This design comes from an exercise in tuning for small area, a short achievable clock period and few clock cycles per item on the open sky130 flow, not from production work.
Function was checked by simulation only, so behaviour that the tests miss may differ from the original.
No activity file was given, so power comes from the tool's default toggle rates.

==> flow/design.v <==
module xlate_unit (
    input  wire        clk,
    input  wire        rst,      
    input  wire        start,    
    input  wire [31:0] rate,     
    output reg         ready,
    output reg         done,     
    output reg         err,      
    output wire [31:0] full,
    output wire [31:0] half
);
    localparam [29:0] NM1 = 30'd999999999;    
    localparam [30:0] NM2 = {NM1, 1'b0};
    reg        busy;         
    reg        ini;          
    reg [30:0] d;            
    reg [4:0]  cnt;          
    reg        nb;           
    reg [29:0] fq;           
    reg [29:0] hq;           
    assign full = {2'b00, fq};
    assign half = {3'b000, hq[28:0]};
    reg [4:0]  c0;
    reg        nb0;
    reg [29:0] r0;
    integer i;
    always @* begin
        c0  = 5'd0;
        nb0 = NM1[0];
        r0  = NM1 >> 1;
        for (i = 0; i < 30; i = i + 1)
            if (d[i]) begin
                c0  = 5'd29 - i;
                nb0 = NM1[29 - i];
                r0  = NM1 >> (30 - i);
            end
        if (d[30]) begin
            c0  = 5'd0;
            nb0 = NM1[0];
            r0  = NM1 >> 1;
        end
    end
    wire bad  = rate[31] | (rate[30:0] == 31'd0);
    wire take = ~busy & start;
    wire [30:0] rem_sh = {hq, nb};
    wire [30:0] rem_nx;      
    wire        fits;        
    rstep u_step (.a(rem_sh), .b(d), .y(rem_nx), .fits(fits));
    wire        last   = (cnt == 5'd0);
    wire [28:0] hinc   = fq[28:0] + 29'd1;
    always @(posedge clk) begin
        if (~busy)
            d <= rate[30:0];
        if (ini) begin
            cnt <= c0;
            nb  <= nb0;
        end else begin
            cnt <= cnt - 5'd1;
            nb  <= NM2[cnt];
        end
    end
    always @(posedge clk) begin
        err <= take & bad;
        if (rst) begin
            busy  <= 1'b0;
            ready <= 1'b1;
            ini   <= 1'b0;
            done  <= 1'b0;
            fq    <= 30'd0;
            hq    <= 30'd0;
        end else begin
            done <= take & bad;
            ini  <= take & ~bad;
            if (~busy) begin
                if (start & ~bad) begin
                    busy  <= 1'b1;
                    ready <= 1'b0;
                end
            end else if (ini) begin
                fq <= 30'd0;
                hq <= r0;
            end else if (last) begin
                hq    <= {1'b0, hinc};
                fq    <= fits ? {hinc, 1'b0} : {fq[28:0], 1'b1};
                busy  <= 1'b0;
                ready <= 1'b1;
                done  <= 1'b1;
            end else begin
                hq <= rem_nx[29:0];
                fq <= {fq[28:0], fits};
            end
        end
    end
endmodule
module rstep(input [30:0] a, input [30:0] b, output [30:0] y, output fits);
    wire [30:0] g = a & ~b;
    wire [30:0] p = a | ~b;
    wire gl0 = p[0];
    wire G0 = g[1] | (p[1] & gl0);
    wire G1 = g[3] | (p[3] & g[2]);
    wire P1 = p[3] & p[2];
    wire G2 = g[5] | (p[5] & g[4]);
    wire P2 = p[5] & p[4];
    wire G3 = g[7] | (p[7] & g[6]);
    wire P3 = p[7] & p[6];
    wire G4 = g[9] | (p[9] & g[8]);
    wire P4 = p[9] & p[8];
    wire G5 = g[11] | (p[11] & g[10]);
    wire P5 = p[11] & p[10];
    wire G6 = g[13] | (p[13] & g[12]);
    wire P6 = p[13] & p[12];
    wire G7 = g[15] | (p[15] & g[14]);
    wire P7 = p[15] & p[14];
    wire G8 = g[17] | (p[17] & g[16]);
    wire P8 = p[17] & p[16];
    wire G9 = g[19] | (p[19] & g[18]);
    wire P9 = p[19] & p[18];
    wire G10 = g[21] | (p[21] & g[20]);
    wire P10 = p[21] & p[20];
    wire G11 = g[23] | (p[23] & g[22]);
    wire P11 = p[23] & p[22];
    wire G12 = g[25] | (p[25] & g[24]);
    wire P12 = p[25] & p[24];
    wire G13 = g[27] | (p[27] & g[26]);
    wire P13 = p[27] & p[26];
    wire G14 = g[29] | (p[29] & g[28]);
    wire P14 = p[29] & p[28];
    wire G15 = G1 | (P1 & G0);
    wire G16 = G3 | (P3 & G2);
    wire P16 = P3 & P2;
    wire G17 = G5 | (P5 & G4);
    wire P17 = P5 & P4;
    wire G18 = G7 | (P7 & G6);
    wire P18 = P7 & P6;
    wire G19 = G9 | (P9 & G8);
    wire P19 = P9 & P8;
    wire G20 = G11 | (P11 & G10);
    wire P20 = P11 & P10;
    wire G21 = G13 | (P13 & G12);
    wire P21 = P13 & P12;
    wire G22 = G16 | (P16 & G15);
    wire G23 = G18 | (P18 & G17);
    wire P23 = P18 & P17;
    wire G24 = G20 | (P20 & G19);
    wire P24 = P20 & P19;
    wire G25 = G23 | (P23 & G22);
    wire G26 = G24 | (P24 & G25);
    wire G27 = G17 | (P17 & G22);
    wire G28 = G19 | (P19 & G25);
    wire G29 = G21 | (P21 & G26);
    wire G30 = G2 | (P2 & G15);
    wire G31 = G4 | (P4 & G22);
    wire G32 = G6 | (P6 & G27);
    wire G33 = G8 | (P8 & G25);
    wire G34 = G10 | (P10 & G28);
    wire G35 = G12 | (P12 & G26);
    wire G36 = G14 | (P14 & G29);
    wire G37 = g[2] | (p[2] & G0);
    wire G38 = g[4] | (p[4] & G15);
    wire G39 = g[6] | (p[6] & G30);
    wire G40 = g[8] | (p[8] & G22);
    wire G41 = g[10] | (p[10] & G31);
    wire G42 = g[12] | (p[12] & G27);
    wire G43 = g[14] | (p[14] & G32);
    wire G44 = g[16] | (p[16] & G25);
    wire G45 = g[18] | (p[18] & G33);
    wire G46 = g[20] | (p[20] & G28);
    wire G47 = g[22] | (p[22] & G34);
    wire G48 = g[24] | (p[24] & G26);
    wire G49 = g[26] | (p[26] & G35);
    wire G50 = g[28] | (p[28] & G29);
    wire G51 = g[30] | (p[30] & G36);
    assign fits = G51;
    assign y[0] = a[0] ^ (fits & b[0]);
    assign y[1] = a[1] ^ (fits & ~(b[1] ^ gl0));
    assign y[2] = a[2] ^ (fits & ~(b[2] ^ G0));
    assign y[3] = a[3] ^ (fits & ~(b[3] ^ G37));
    assign y[4] = a[4] ^ (fits & ~(b[4] ^ G15));
    assign y[5] = a[5] ^ (fits & ~(b[5] ^ G38));
    assign y[6] = a[6] ^ (fits & ~(b[6] ^ G30));
    assign y[7] = a[7] ^ (fits & ~(b[7] ^ G39));
    assign y[8] = a[8] ^ (fits & ~(b[8] ^ G22));
    assign y[9] = a[9] ^ (fits & ~(b[9] ^ G40));
    assign y[10] = a[10] ^ (fits & ~(b[10] ^ G31));
    assign y[11] = a[11] ^ (fits & ~(b[11] ^ G41));
    assign y[12] = a[12] ^ (fits & ~(b[12] ^ G27));
    assign y[13] = a[13] ^ (fits & ~(b[13] ^ G42));
    assign y[14] = a[14] ^ (fits & ~(b[14] ^ G32));
    assign y[15] = a[15] ^ (fits & ~(b[15] ^ G43));
    assign y[16] = a[16] ^ (fits & ~(b[16] ^ G25));
    assign y[17] = a[17] ^ (fits & ~(b[17] ^ G44));
    assign y[18] = a[18] ^ (fits & ~(b[18] ^ G33));
    assign y[19] = a[19] ^ (fits & ~(b[19] ^ G45));
    assign y[20] = a[20] ^ (fits & ~(b[20] ^ G28));
    assign y[21] = a[21] ^ (fits & ~(b[21] ^ G46));
    assign y[22] = a[22] ^ (fits & ~(b[22] ^ G34));
    assign y[23] = a[23] ^ (fits & ~(b[23] ^ G47));
    assign y[24] = a[24] ^ (fits & ~(b[24] ^ G26));
    assign y[25] = a[25] ^ (fits & ~(b[25] ^ G48));
    assign y[26] = a[26] ^ (fits & ~(b[26] ^ G35));
    assign y[27] = a[27] ^ (fits & ~(b[27] ^ G49));
    assign y[28] = a[28] ^ (fits & ~(b[28] ^ G29));
    assign y[29] = a[29] ^ (fits & ~(b[29] ^ G50));
    assign y[30] = a[30] ^ (fits & ~(b[30] ^ G36));
endmodule
clock: 10.0 ns
lec_check: 0
cap_margin: 20
core_margin: 2
core_utilization: 40
slew_margin: 20
tns_end_percent: 0
standard.sh (not shown) runs the stock make flow with config.mk's settings and CLKGATE_MAP_FILE= SYNTH_SCRIPT=/design/flow/synth_recipe.tcl, a recipe that flattens the netlist after the stock synthesis.
==> flow/flow/run.sh <==
#!/bin/bash
set -euo pipefail
bash standard.sh \
  SETUP_SLACK_MARGIN=7.5 \
  BUFFER_PORTS_ARGS="-buffer_cell sky130_fd_sc_hd__buf_1" \
  finish > standard.log 2>&1
Testbench counts at the start, summed over its fixed seeds: cycles 53,932, items 3,200.
==> next run, changes <==
--- a/flow/flow/run.sh
+++ b/flow/flow/run.sh
@@ -4 +4 @@
-  SETUP_SLACK_MARGIN=7.5 \
+  SETUP_SLACK_MARGIN=7.0 \
Settings changed: CTS_CLUSTER_DIAMETER from default to 200, CTS_CLUSTER_SIZE from default to 40.
Outcome: The changed run finished with timing, DRC and antenna clean; clock-buffer cell count stays the same; wire length decreases by 1.3%; design area came out lower by 2.6%.

========
// xlate_unit: RTL as listed in full above, without the edits since
clock: 10.0 ns
lec_check: 0
abc_area: 1
cap_margin: 20
core_margin: 2
core_utilization: 40
slew_margin: 20
==> flow/flow/run.sh <==
#!/bin/bash
set -euo pipefail
bash standard.sh \
  SETUP_SLACK_MARGIN=7.0 \
  BUFFER_PORTS_ARGS="-buffer_cell sky130_fd_sc_hd__buf_1" \
  finish > standard.log 2>&1
Testbench counts at the start, summed over its fixed seeds: cycles 53,932, items 3,200.
Edit:
==> flow/flow/run.sh (replaced) <==
#!/bin/bash
set -euo pipefail
bash standard.sh \
  SETUP_SLACK_MARGIN=7.2 \
  BUFFER_PORTS_ARGS="-buffer_cell sky130_fd_sc_hd__buf_1" \
  finish > standard.log 2>&1
--- a/flow/config.mk
+++ b/flow/config.mk
@@ -7,3 +7,2 @@
 export LEC_CHECK = 0
-export ABC_AREA = 1
 export CAP_MARGIN = 20
@@ -12 +11,2 @@
 export SLEW_MARGIN = 20
+export TNS_END_PERCENT = 0
Effect: Total power went up by 4.6%; hold slack loses 0.031 ns; setup slack gets better by 0.041 ns; utilization increases by 1.2 points; global-route usage grows by 0.39 points; combinational power rose by 5.3%; via count fell by about 11%; final cell count falls by 18%.

========
== build 33 ==
RTL: the design.v shown in full above, as it stands there.
Settings: LEC_CHECK=0, CAP_MARGIN=20, CORE_MARGIN=2, CORE_UTILIZATION=40, SLEW_MARGIN=20; clock period 10.0 ns.
==> flow/flow/run.sh <==
#!/bin/bash
set -euo pipefail
bash standard.sh \
  SETUP_SLACK_MARGIN=7.0 \
  BUFFER_PORTS_ARGS="-buffer_cell sky130_fd_sc_hd__buf_1" \
  finish > standard.log 2>&1
Build 33 did not stop at any stage, and its layout met the timing, design-rule and antenna checks.
Testbench counts of build 33, summed over its fixed seeds: cycles 53,932, items 3,200.
> inputs changed (build 33 -> build 73)
- an added ABC_AREA of 1
- an added TNS_END_PERCENT of 10
Notes after the runs:
- In the tables for build 33 and build 73, met2 track demand over resource reads higher with build 73.
- Build 73 vs build 33: share of the clock period used by the worst path after layout up
- Clock input transition at the sequential cells of the worst setup and hold paths, build 33 and build 73: larger value in build 33
- Cell internal power dissipation was lower in build 73 than in build 33.
- Against build 33, half-perimeter wire length after placement in build 73 rose by a little under 10%.
Changes in build 11 relative to build 73:
- a deleted ABC_AREA that had been 1
==> run summary <==
Build 11 reports a lower maximum frequency than build 73 does.
Build 11 vs build 73: number of ordinary and repair buffers in the finished layout up
Build 11 has completed all stages; timing, DRC and antenna checks passed.
Global-route usage, build 11 and build 73, lower one = build 11.
Relative to build 73, worst setup slack decreased by 0.018 ns in build 11.
Taking build 73 as 1.0, build 11 lands at 1.05 on power.
Build 73 has higher die outline area than build 11.
What build 92 does differently from build 11 at the input level:
- TNS_END_PERCENT removed (was 10)
-- flow/flow/run.sh --
<<< build 11, line 5
>>> build 92, line 5
  SETUP_MOVE_SEQUENCE=unbuffer,sizeup,swap,clone \
## What came out
- The non-clock buffer area fraction after layout of build 92 is lower than that of build 11.
- Of build 92 and build 11, build 11 shows the higher internal power of the cells, with build 92 below it.
- Count of multi-input gates, build 92 vs build 11: up slightly
- Build 92 vs build 11 on wire length: build 92 is the higher one.
- Comparing build 92 and build 11, sequential share of layout area is higher on build 92.
- NOTE combinational power build 11->build 92 decreased by a little under 10%
- Re leakage power: build 11 was higher than build 92.
- Summary of build 92 over build 11: wire length of the first global-routing pass picked up an extra 650 um; total power lost 3.7%.

port drivers added, routing unchanged:
The flow's constraints put no driver on any port. The routed layouts listed below were extracted and timed again, unchanged, in two steps.
Step 1 sets driving cells, clkbuf_16 on the clock port and buf_2 on the other inputs (assumed; they add their load-dependent delay and slew).
Step 2 moves the port delays by t, midway between the first and last clock arrival at a register: inputs arrive t later, outputs are due t later. That takes back most of the time a late clock gives input paths.
a / b / c = ideal / step 1 / step 2; a / b = the first two.
run | t, ns | setup WS [ns] | worst hold slack (ns) | worst setup path after step 2 | latest minus earliest clock arrival (ns)
the first run of note 1 | 0.408 | 6.880 / 6.880 / 6.570 | 0.450 / 0.450 / 0.450 | input to register | 0.013 / 0.013
the second run of note 1 | 0.408 | 6.815 / 6.815 / 6.581 | 0.460 / 0.460 / 0.460 | input to register | 0.011 / 0.011
the first run of note 2 | 0.412 | 6.839 / 6.846 / 6.434 | 0.482 / 0.482 / 0.482 | input to register | 0.007 / 0.008
the second run of note 2 | 0.408 | 6.880 / 6.880 / 6.570 | 0.450 / 0.450 / 0.450 | input to register | 0.013 / 0.013
build 33 | 0.413 | 6.882 / 6.882 / 6.604 | 0.449 / 0.449 / 0.449 | input to register | 0.016 / 0.016
build 73 | 0.412 | 6.862 / 6.871 / 6.459 | 0.481 / 0.481 / 0.481 | input to register | 0.008 / 0.008
build 11 | 0.407 | 6.844 / 6.844 / 6.579 | 0.460 / 0.460 / 0.460 | input to register | 0.011 / 0.011
build 92 | 0.415 | 6.462 / 6.462 / 6.267 | 0.449 / 0.449 / 0.449 | input to register | 0.013 / 0.014
After both steps every run listed still meets setup and hold. The setup slack of the first run of note 2, which loses most, moves by +0.007 ns with the drivers and by -0.405 ns with both steps.
